This is an optimization exercise on Yosys and OpenROAD, whose aim is small area, a short achievable clock period and few clock cycles, not a production implementation. RTL that was checked went through simulation tests only; none was proved equivalent to the original. Power and IR drop assume default switching activity.

==> flow/design.v (excerpt) <==
module vad_unit (
    input  wire        clk,
    input  wire        rst,           
    input  wire        cmd_valid,
    output wire        cmd_ready,
    input  wire [1:0]  cmd_op,        
    input  wire [31:0] cmd_arg,       
    input  wire [31:0] cmd_blen,      
    input  wire        s_valid,
    output wire        s_ready,
    input  wire [31:0] s_data,
    output wire        iv_valid,
    input  wire        iv_ready,
    output wire [15:0] iv_data,
    output wire        iv_last,
    output wire [1:0]  iv_mode,
    output wire        iv_reset,
    input  wire        vd_valid,
    input  wire [1:0]  vd_code,
    output wire        done,
    output wire [31:0] result,
    output wire        rate_reject,
    output wire [31:0] hist_err,
    output wire [31:0] hist_sil,
    output wire [31:0] hist_voice,
    output wire [31:0] hist_noise,
    output wire [31:0] vad_rate,
    output wire [10:0] vad_flen,
    output wire [10:0] vad_off,
    output wire [1:0]  vad_mode
);
Size: ~1,200 cells after synthesis, roughly 350 flip-flops, roughly 14,000 um2 of cells after synthesis.
clock: 8.0 ns
lec_check: 0
cap_margin: 20
core_margin: 2
core_utilization: 60
cts_cluster_diameter: 80
cts_cluster_size: 30
slew_margin: 20
standard.sh (not shown) runs the stock make flow with config.mk's settings and CLKGATE_MAP_FILE= SYNTH_SCRIPT=/design/flow/synth_recipe.tcl, a recipe that flattens the netlist after the stock synthesis.
==> flow/flow/run.sh <==
#!/bin/bash
set -euo pipefail
SETUP_MARGIN=${SETUP_MARGIN:-5.40}
bash standard.sh \
    "BUFFER_PORTS_ARGS=-buffer_cell sky130_fd_sc_hd__buf_1" \
    "SETUP_SLACK_MARGIN=${SETUP_MARGIN}" \
    finish > flow_make.log 2>&1
test -f out/final.def
The first run completed with no timing, DRC or antenna violations.
Testbench counts at the start, summed over its fixed seeds: cycles 282,724.
==> next run, changes <==
--- a/flow/flow/run.sh
+++ b/flow/flow/run.sh
@@ -3 +3 @@
-SETUP_MARGIN=${SETUP_MARGIN:-5.40}
+SETUP_MARGIN=${SETUP_MARGIN:-5.6}
After rerunning:
- first-iteration DRC count is higher by 28%
- worst hold slack degrades by 0.0093 ns
- wire length is higher by 9.6%
- core utilization came out higher by 3.9 points
- fmax hardly moves
- synthesized area does not change
- flip-flop and latch count does not change
- total power increases by 1.4%
- cell area grows by 5.5%
- critical path depth stays the same
==> next run, changes <==
--- a/flow/flow/run.sh
+++ b/flow/flow/run.sh
@@ -3 +3 @@
-SETUP_MARGIN=${SETUP_MARGIN:-5.6}
+SETUP_MARGIN=${SETUP_MARGIN:-5.25}
CORE_UTILIZATION = 55   (was 60)
What happened:
- The new run finished with timing, DRC and antenna clean
- via count is lower by 7.3%
- clock skew is higher by 0.0046 ns
- cell count is lower by 3.2%
- utilization is lower by 12 points
- setup slack improves by 0.018 ns
- die area is higher by 8.9%
- clock-buffer cell count does not change
- first-iteration DRC count is higher by 2.6%
==> next run, changes <==
--- a/flow/flow/run.sh
+++ b/flow/flow/run.sh
@@ -3 +3 @@
-SETUP_MARGIN=${SETUP_MARGIN:-5.25}
+SETUP_MARGIN=${SETUP_MARGIN:-5.0}
CORE_UTILIZATION = 60   (was 55)
Outcome: Die area came out lower by 8.1%; core utilization grows by 3.3 points; sequential cell count is unchanged; power goes down by 0.94%.
==> next run, changes <==
--- a/flow/flow/run.sh
+++ b/flow/flow/run.sh
@@ -3 +3 @@
-SETUP_MARGIN=${SETUP_MARGIN:-5.0}
+SETUP_MARGIN=${SETUP_MARGIN:-5.2}
CTS_BUF_LIST = sky130_fd_sc_hd__clkbuf_8   (was unset)
CTS_CLUSTER_DIAMETER = 50   (was 80)
CTS_CLUSTER_SIZE = 20   (was 30)
The new run passed the timing, DRC and antenna checks.
Via count grows by 1.7%.
Design area grows by 4.3%.
Register-to-register slack gains 0.11 ns.
Global-route usage grows by 0.29 points.
Wire length grows by about 2%.
Setup slack loses 0.018 ns.
==> next run, changes <==
--- a/flow/flow/run.sh
+++ b/flow/flow/run.sh
@@ -3 +3 @@
-SETUP_MARGIN=${SETUP_MARGIN:-5.2}
+SETUP_MARGIN=${SETUP_MARGIN:-5.3}
CTS_BUF_LIST = unset   (was sky130_fd_sc_hd__clkbuf_8)
CTS_CLUSTER_DIAMETER = 80   (was 50)
CTS_CLUSTER_SIZE = 30   (was 20)
Cell count decreases slightly.
Clock power decreases by roughly a tenth.
Sequential share of layout area increases by 0.48 points.

Starting RTL as in the previous note.
==> flow/config.mk <==
export PLATFORM = sky130hd
export DESIGN_NAME = vad_unit
export DESIGN_NICKNAME = vad_unit
export VERILOG_FILES = /design/flow/design.v
export SDC_FILE = /design/flow/constraint.sdc
export NUM_CORES = 4
export LEC_CHECK = 0
export CAP_MARGIN = 20
export CORE_MARGIN = 2
export CORE_UTILIZATION = 65
export CTS_CLUSTER_DIAMETER = 80
export CTS_CLUSTER_SIZE = 30
export SLEW_MARGIN = 20
==> flow/constraint.sdc <==
create_clock -name core_clock -period 8.0 [get_ports {clk}]
set_input_delay 1.6000 -clock core_clock [delete_from_list [all_inputs] [get_ports {clk}]]
set_output_delay 1.6000 -clock core_clock [all_outputs]
set_load 0.01 [all_outputs]
==> flow/flow/run.sh <==
#!/bin/bash
set -euo pipefail
SETUP_MARGIN=${SETUP_MARGIN:-5.25}
bash standard.sh \
    "BUFFER_PORTS_ARGS=-buffer_cell sky130_fd_sc_hd__buf_1" \
    "SETUP_SLACK_MARGIN=${SETUP_MARGIN}" \
    finish > flow_make.log 2>&1
test -f out/final.def
The first run passed the timing, DRC and antenna checks.
Testbench counts at the start, summed over its fixed seeds: cycles 282,724.
Edit:
==> flow/flow/run.sh (replaced) <==
#!/bin/bash
set -euo pipefail
SETUP_MARGIN=${SETUP_MARGIN:-5.2}
bash standard.sh \
    "BUFFER_PORTS_ARGS=-buffer_cell sky130_fd_sc_hd__buf_1" \
    "SETUP_SLACK_MARGIN=${SETUP_MARGIN}" \
    finish > flow_make.log 2>&1
test -f out/final.def
--- a/flow/config.mk
+++ b/flow/config.mk
@@ -8,6 +8,6 @@
 export CAP_MARGIN = 20
 export CORE_MARGIN = 2
-export CORE_UTILIZATION = 65
-export CTS_CLUSTER_DIAMETER = 80
-export CTS_CLUSTER_SIZE = 30
+export CORE_UTILIZATION = 60
+export CTS_CLUSTER_DIAMETER = 70
+export CTS_CLUSTER_SIZE = 36
 export SLEW_MARGIN = 20
The changed run passed the timing, DRC and antenna checks.
Non-clock buffer count grows by 1.
First-iteration DRC count goes down by 8.4%.
Clock skew rose by 0.0090 ns.
Register-to-register slack loses 0.03 ns.
Clock-buffer cell count is lower by 5.
Setup slack is worse by 0.011 ns.
Hold slack degrades by 0.0073 ns.
Wire length is lower by 1.1%.
Utilization drops by 5.3 points.
Sequential power barely changes.

## green
vad_unit, a different RTL version from the one above (not shown whole).
For scale: about 350 flip-flops, roughly 350 I/O pins, roughly 0.017 mm2 of cells after synthesis.
==> flow/config.mk <==
export PLATFORM = sky130hd
export DESIGN_NAME = vad_unit
export DESIGN_NICKNAME = vad_unit
export VERILOG_FILES = /design/flow/design.v
export SDC_FILE = /design/flow/constraint.sdc
export NUM_CORES = 4
export LEC_CHECK = 0
export CAP_MARGIN = 20
export CORE_MARGIN = 2
export CORE_UTILIZATION = 40
export CTS_CLUSTER_DIAMETER = 80
export CTS_CLUSTER_SIZE = 30
export SLEW_MARGIN = 20
==> flow/constraint.sdc <==
create_clock -name core_clock -period 8.0 [get_ports {clk}]
set_input_delay 1.6000 -clock core_clock [delete_from_list [all_inputs] [get_ports {clk}]]
set_output_delay 1.6000 -clock core_clock [all_outputs]
set_load 0.01 [all_outputs]
==> flow/flow/run.sh <==
#!/bin/bash
set -euo pipefail
SETUP_MARGIN=${SETUP_MARGIN:-5.0}
bash standard.sh \
    "BUFFER_PORTS_ARGS=-buffer_cell sky130_fd_sc_hd__buf_2" \
    "SETUP_SLACK_MARGIN=${SETUP_MARGIN}" \
    finish > flow_make.log 2>&1
test -f out/final.def
green completed end to end with timing, DRC and antenna clean.
Testbench counts of green, summed over its fixed seeds: cycles 280,853.
Here is what was changed in the inputs of purple compared with green.
==> flow/flow/run.sh <==
#!/bin/bash
set -euo pipefail
SETUP_MARGIN=${SETUP_MARGIN:-5.0}
bash standard.sh \
    "BUFFER_PORTS_ARGS=-buffer_cell sky130_fd_sc_hd__buf_1" \
    "SETUP_SLACK_MARGIN=${SETUP_MARGIN}" \
    finish > flow_make.log 2>&1
test -f out/final.def
--- outcome ---
purple did not stop at any stage, and its layout met the timing, DRC and antenna checks.
From green to purple the numbers moved as follows: number of buffers inserted for hold repair after clock tree synthesis essentially unchanged; signed area change from the synthesized netlist to the final layout decreased 2.5 points; via count normalized by instance count decreased 0.90%.

run 1:
vad_unit, a different RTL version from the one above (not shown whole).
Size in the first run: ~1800 cells after synthesis, roughly 340 flip-flops, roughly 350 I/O pins, about 0.017 mm2 of cells after synthesis.
==> flow/config.mk <==
export PLATFORM = sky130hd
export DESIGN_NAME = vad_unit
export DESIGN_NICKNAME = vad_unit
export VERILOG_FILES = /design/flow/design.v
export SDC_FILE = /design/flow/constraint.sdc
export NUM_CORES = 4
export LEC_CHECK = 0
export CAP_MARGIN = 20
export CORE_MARGIN = 2
export CORE_UTILIZATION = 40
export SETUP_SLACK_MARGIN = 4
export SLEW_MARGIN = 20
==> flow/constraint.sdc <==
create_clock -name core_clock -period 8.0 [get_ports {clk}]
set_input_delay 1.6000 -clock core_clock [delete_from_list [all_inputs] [get_ports {clk}]]
set_output_delay 1.6000 -clock core_clock [all_outputs]
set_load 0.01 [all_outputs]
run.sh (not shown) runs the stock make flow with config.mk's settings and CLKGATE_MAP_FILE= SYNTH_SCRIPT=/design/flow/synth_recipe.tcl, a recipe that flattens the netlist after the stock synthesis.
Stock flow here: none of the scripts above is used.
Run 1 did not stop at any stage, and its layout met the timing, DRC and antenna checks.
Here is what was changed in the inputs of run 2 compared with run 1.
- putting ABC_CLOCK_PERIOD_IN_PS at 2000 where nothing was set
- clearing SETUP_SLACK_MARGIN, which used to be 4
[summary]
Per the comparison of run 2 with run 1, met2 wire length roughly the same; detailed-route via count lower; part of the total power dissipated in combinational logic shows no meaningful change; relative contribution of the clock network to total power stayed essentially flat.
What run 3 does differently from run 2 at the input level:
- ABC_CLOCK_PERIOD_IN_PS: 2000 -> unset
### Flow results
Run 3 and run 2 all finish clean.
Run 3 against run 2: clock distribution power roughly the same; worst voltage drop across the vdd grid barely changed; synthesized cell count saw little to no change; portion of total power attributed to combinational logic roughly the same.
Here is what was changed in the inputs of run 4 compared with run 3.
- putting SETUP_SLACK_MARGIN at 5 where nothing was set
--- outcome ---
- [compare] base=run 3 new=run 4: critical path depth moved up; quantity of gates resized following cts increased by 293 relative to the old numbers.
- Compared with run 3, run 4 has extra setup slack.
- Total power of run 4 is lower than that of run 3.
- Synthesis-to-finish area growth was higher in the run labelled run 4.
No run of this note included a check of the RTL's function; only the layout flow was run.

-- static timing again, ports no longer ideal --
The results above use ideal ports. As a check the final layouts listed here were re-extracted and re-timed, cells and wires unchanged.
Step 1 (the two cells are an assumption about what drives the block):
set clk [get_ports {clk}]
set_driving_cell -lib_cell sky130_fd_sc_hd__clkbuf_16 $clk
set_driving_cell -lib_cell sky130_fd_sc_hd__buf_2 [delete_from_list [all_inputs] $clk]
Step 2 moves the port delays by t, midway between the first and last clock arrival at a register: inputs arrive t later, outputs are due t later. That takes back most of the time a late clock gives input paths.
a / b / c = ideal / step 1 / step 2; a / b = the first two.
run	shift t [ns]	setup slack, ns	hold WS [ns]	worst setup path at the end	clock arrival spread, ns
the first run of note 1	0.557	5.204 / 5.154 / 4.764	0.455 / 0.455 / 0.455	input to register	0.027 / 0.027
the second run of note 1	0.548	5.200 / 5.152 / 4.784	0.446 / 0.446 / 0.446	input to register	0.017 / 0.017
the third run of note 1	0.546	5.219 / 5.170 / 4.716	0.446 / 0.446 / 0.446	input to register	0.024 / 0.023
the fourth run of note 1	0.555	5.090 / 5.040 / 4.564	0.448 / 0.448 / 0.448	input to register	0.015 / 0.015
the fifth run of note 1	0.645	5.071 / 5.025 / 4.653	0.444 / 0.444 / 0.444	input to register	0.034 / 0.034
the sixth run of note 1	0.546	5.219 / 5.169 / 4.759	0.453 / 0.453 / 0.453	input to register	0.020 / 0.020
the first run of note 2	0.548	5.225 / 5.175 / 4.734	0.448 / 0.448 / 0.448	input to register	0.017 / 0.017
the second run of note 2	0.556	5.214 / 5.166 / 4.714	0.441 / 0.441 / 0.441	input to register	0.032 / 0.031
green	0.621	5.089 / 5.035 / 4.573	0.434 / 0.434 / 0.434	input to register	0.056 / 0.056
purple	0.605	5.109 / 5.089 / 4.534	0.435 / 0.435 / 0.435	input to register	0.019 / 0.018
run 1	0.597	4.105 / 4.105 / 3.654	0.431 / 0.431 / 0.431	input to register	0.023 / 0.023
run 2	0.596	3.693 / 3.693 / 3.276	0.431 / 0.431 / 0.431	input to register	0.025 / 0.024
run 3	0.596	3.693 / 3.693 / 3.276	0.431 / 0.431 / 0.431	input to register	0.025 / 0.024
run 4	0.589	4.154 / 4.154 / 4.154	0.423 / 0.423 / 0.423	register to register	0.020 / 0.020
After both steps every run listed still meets setup and hold. For purple, which loses most, drivers alone change the setup slack by -0.020 ns; drivers and shift together by -0.575 ns.
